Source: an optimization exercise on an open RTL-to-GDS flow (aim: a short achievable clock period and few clock cycles per item). Production flows keep margins and buffers that such runs may drop.
Function was checked by simulation only, so behaviour that the tests miss may differ from the original.

## v6
// y86_decoder
module y86_decoder (
    input  wire        clk,
    input  wire        rst,
    input  wire [63:0] start_addr,
    input  wire [63:0] stream_len,
    output wire        mem_req_valid,
    input  wire        mem_req_ready,
    output wire [60:0] mem_req_addr,
    input  wire        mem_resp_valid,
    input  wire [63:0] mem_resp_data,
    output wire        out_valid,
    input  wire        out_ready,
    output wire [63:0] out_addr,
    output wire [3:0]  out_icode,
    output wire [3:0]  out_ifun,
    output wire [3:0]  out_ra,
    output wire [3:0]  out_rb,
    output wire [63:0] out_valc,
    output wire [3:0]  out_len,
    output wire [79:0] out_bytes,
    output reg  [1:0]  status,       
    output reg  [2:0]  fail_reason,
    output reg  [3:0]  fail_offset,
    output reg  [3:0]  fail_nbytes,
    output reg  [71:0] fail_bytes,
    output reg  [63:0] stop_addr
);
Size: about 2400 flip-flops, about 640 I/O pins, about 95000 sq um of cells after synthesis.
==> flow/config.mk <==
export PLATFORM = sky130hd
export DESIGN_NAME = y86_decoder
export DESIGN_NICKNAME = y86_decoder
export VERILOG_FILES = /design/flow/design.v
export SDC_FILE = /design/flow/constraint.sdc
export NUM_CORES = 4
export LEC_CHECK = 0
export ABC_CLOCK_PERIOD_IN_PS = 3000
export CAP_MARGIN = 20
export CORE_MARGIN = 2
export CORE_UTILIZATION = 60
export PLACE_DENSITY = 0.7
export SLEW_MARGIN = 20
==> flow/constraint.sdc <==
create_clock -name core_clock -period 9.0 [get_ports {clk}]
set_input_delay 1.8000 -clock core_clock [delete_from_list [all_inputs] [get_ports {clk}]]
set_output_delay 1.8000 -clock core_clock [all_outputs]
set_load 0.01 [all_outputs]
standard.sh (not shown) runs the stock make flow with config.mk's settings and CLKGATE_MAP_FILE= SYNTH_SCRIPT=/design/flow/synth_recipe.tcl, a recipe that flattens the netlist after the stock synthesis.
==> flow/flow/run.sh <==
#!/bin/bash
set -euo pipefail
bash standard.sh SETUP_SLACK_MARGIN=6.0 finish > standard_flow.log 2>&1
Testbench counts of v6, summed over its fixed seeds: cycles 10,145, items 9,152.
## Diff of input files: v7 against v6
--- a/flow/design.v
+++ b/flow/design.v
@@ -108,32 +108,34 @@
     reg          ini2;       
     reg  [57:0]  nh1;        
     reg  [57:0]  nh2;        
     reg          c_gt, c_eq, c_ge;    
     reg          empty;      
     reg  [60:0]  fw;         
     reg  [60:0]  fw_h;       
     reg          rq_v;
+    reg          rq_i;       
     reg  [3:0]   nalloc;     
     reg  [2:0]   rp;         
     reg  [2:0]   ptw;        
     reg  [511:0] buff;       
     reg  [127:0] lc;         
     reg  [7:0]   ld;         
     reg  [63:0]  poh;        
     reg  [5:0]   pa;         
     reg  [7:0]   woh;        
     reg  [57:0]  hia;        
     reg          inc;        
     reg          vW;
     reg  [79:0]  win;
     reg  [3:0]   avW;
     reg  [63:0]  curW;
     reg          o_valid;
+    reg          ov_i;       
     reg  [63:0]  o_addr;
     reg  [3:0]   o_icode, o_ifun, o_ra, o_rb, o_len;
     reg  [63:0]  o_valc;
     reg  [79:0]  o_bytes;
     reg  [63:0]  h_addr;     
     reg  [3:0]   h_icode, h_ifun, h_ra, h_rb, h_len;
     reg  [63:0]  h_valc;
     reg  [79:0]  h_bytes;
@@ -233,17 +235,17 @@
             nh2  <= nh - 58'd2;
             c_gt <= (sa[63:32] >  {nh[57:26]});
             c_eq <= (sa[63:32] == {nh[57:26]});
             c_ge <= (sa[31:0]  >= {nh[25:0], nl});
         end
         if (ini2)
             empty <= c_gt || (c_eq && c_ge);
     end
-    wire        acc   = rq_v && mem_req_ready;
+    wire        acc   = rq_i && mem_req_ready;
     wire [60:0] fw1   = fw_h + 61'd1;
     wire [60:0] fw_n  = acc ? fw1 : fw_h;
     wire [2:0] nfree = rst_r ? 3'd0 : pa[5:3] - ptw;
     wire [3:0] base  = nalloc - {1'b0, nfree};
     assign mem_req_valid = rq_v;
     assign mem_req_addr  = fw;
     wire [15:0] lcw;
     generate
@@ -262,32 +264,30 @@
                 end
             end
         end
     endgenerate
     integer k;
     always @(posedge clk) begin
         fw <= rst ? start_addr[63:3] : fw_n;
         fw_h <= rst ? start_addr[63:3] : (acc ? fw1 : fw);
+        rq_v <= rst || (rq_i && !mem_req_ready) || (!base[3] && !done);
+        rq_i <= rst || (rq_v && !mem_req_ready) || (!base[3] && !done);
         if (rst) begin
-            rq_v   <= 1'b1;
             nalloc <= 4'd1;
             rp     <= start_addr[5:3];
             ptw    <= start_addr[5:3];
             ld     <= 8'd0;
         end else begin
-            if (rq_v && !acc) begin
+            if (rq_i && !acc)
                 nalloc <= base;
-            end else if (base[3] == 1'b0) begin
-                rq_v   <= 1'b1;
+            else if (base[3] == 1'b0 && !done)
                 nalloc <= base + 4'd1;
-            end else begin
-                rq_v   <= 1'b0;
+            else
                 nalloc <= base;
-            end
             if (!rst_r)
                 ptw <= pa[5:3];
             for (k = 0; k < 8; k = k + 1) begin
                 if (((k[2:0] - ptw) < nfree))
                     ld[k] <= 1'b0;
                 if (mem_resp_valid && rp == k[2:0])
                     ld[k] <= 1'b1;
             end
@@ -331,41 +331,45 @@
         .raw         (),
         .fail_offset (f_offset),
         .fail_nbytes (f_nbytes),
         .fail_bytes  (f_bytes)
     );
     wire live   = !tpend && !done;
     wire rec_v  = adv && vW && live && (dec_outcome == 3'd0);    
     wire term   = adv && vW && live && (dec_outcome != 3'd0);    
-    wire o_free = !o_valid || out_ready;
+    wire o_free = !ov_i || out_ready;
     wire cap    = adv && vW && live;
     always @(posedge clk) begin
         if (rst) begin
-            vW      <= 1'b0;
             o_valid <= 1'b0;
+            ov_i    <= 1'b0;
+        end else if (o_free) begin
+            o_valid <= sk_v || rec_v;
+            ov_i    <= sk_v || rec_v;
+        end else begin
+            o_valid <= ov_i;
+            ov_i    <= o_valid;
+        end
+        if (rst) begin
+            vW      <= 1'b0;
             sk_v    <= 1'b0;
             tpend   <= 1'b0;
             tp2     <= 1'b0;
             tend    <= 1'b0;
             done    <= 1'b0;
             status  <= 2'd0;
         end else begin
             if (adv)
                 vW <= go;
             if (sk_v) begin
-                if (o_free) begin
-                    o_valid <= 1'b1;
-                    sk_v    <= 1'b0;
-                end
-            end else begin
                 if (o_free)
-                    o_valid <= rec_v;
-                else
-                    sk_v    <= rec_v;
+                    sk_v <= 1'b0;
+            end else if (!o_free) begin
+                sk_v <= rec_v;
             end
             if (term)
                 tend <= (dec_outcome == 3'd1);
             tp2 <= tpend;
             if (((term && dec_outcome == 3'd1) || (tpend && (tend || tp2))) && !sk_v && o_free) begin
                 done   <= 1'b1;
                 tpend  <= 1'b0;
                 status <= (term || tend) ? 2'd1 : 2'd2;
==> run notes <==
Every stage of the flow completed for v7, and the final layout passed the timing, DRC and antenna checks.
Share of the final layout cell area in multi-input gates, v6 and v7: smaller value in v6
Changes observed in v7 relative to v6: share of cell area taken by flip-flops and latches higher; max capacitance violation total roughly the same; flip-flop and latch count ~0 delta; final-layout clock-cell area share dropped 0.16 points; post-route worst setup slack shows an increase of 3.6 ps.
The die area on v6 is in line with that on v7.
Hold slack of v7 is on par with v6.
v7 does worse than v6 on global-route wire length before repair.
Fill cell instance count of the final layout (v7 over v6): increase, 97
Testbench counts of v7, summed over its fixed seeds: cycles 10,145, items 9,152.

## port drivers added, routing unchanged
In the flow no input, the clock included, has a driving cell. The finished layouts below were timed again as built, in two steps. Step 1 assumes that a clkbuf_16 drives the clock port and a buf_2 every other input. Step 2 moves the port delays by t, midway between the first and last clock arrival at a register: inputs arrive t later, outputs are due t later. That takes back most of the time a late clock gives input paths. Three values: no drivers, after step 1, after step 2; two values: the first two.
run	t, ns	setup WS [ns]	worst hold slack (ns)	slew at the worst register clock pin (ns)	pins driven straight from the clock port
v6	0.933	5.811 / 5.722 / 5.055	0.321 / 0.321 / 0.321	0.07 / 0.07	1
v7	0.931	5.815 / 5.724 / 5.056	0.318 / 0.318 / 0.318	0.07 / 0.07	1
After both steps every run listed still meets setup and hold. The setup slack of v7, which loses most, moves by -0.091 ns with the drivers and by -0.759 ns with both steps.
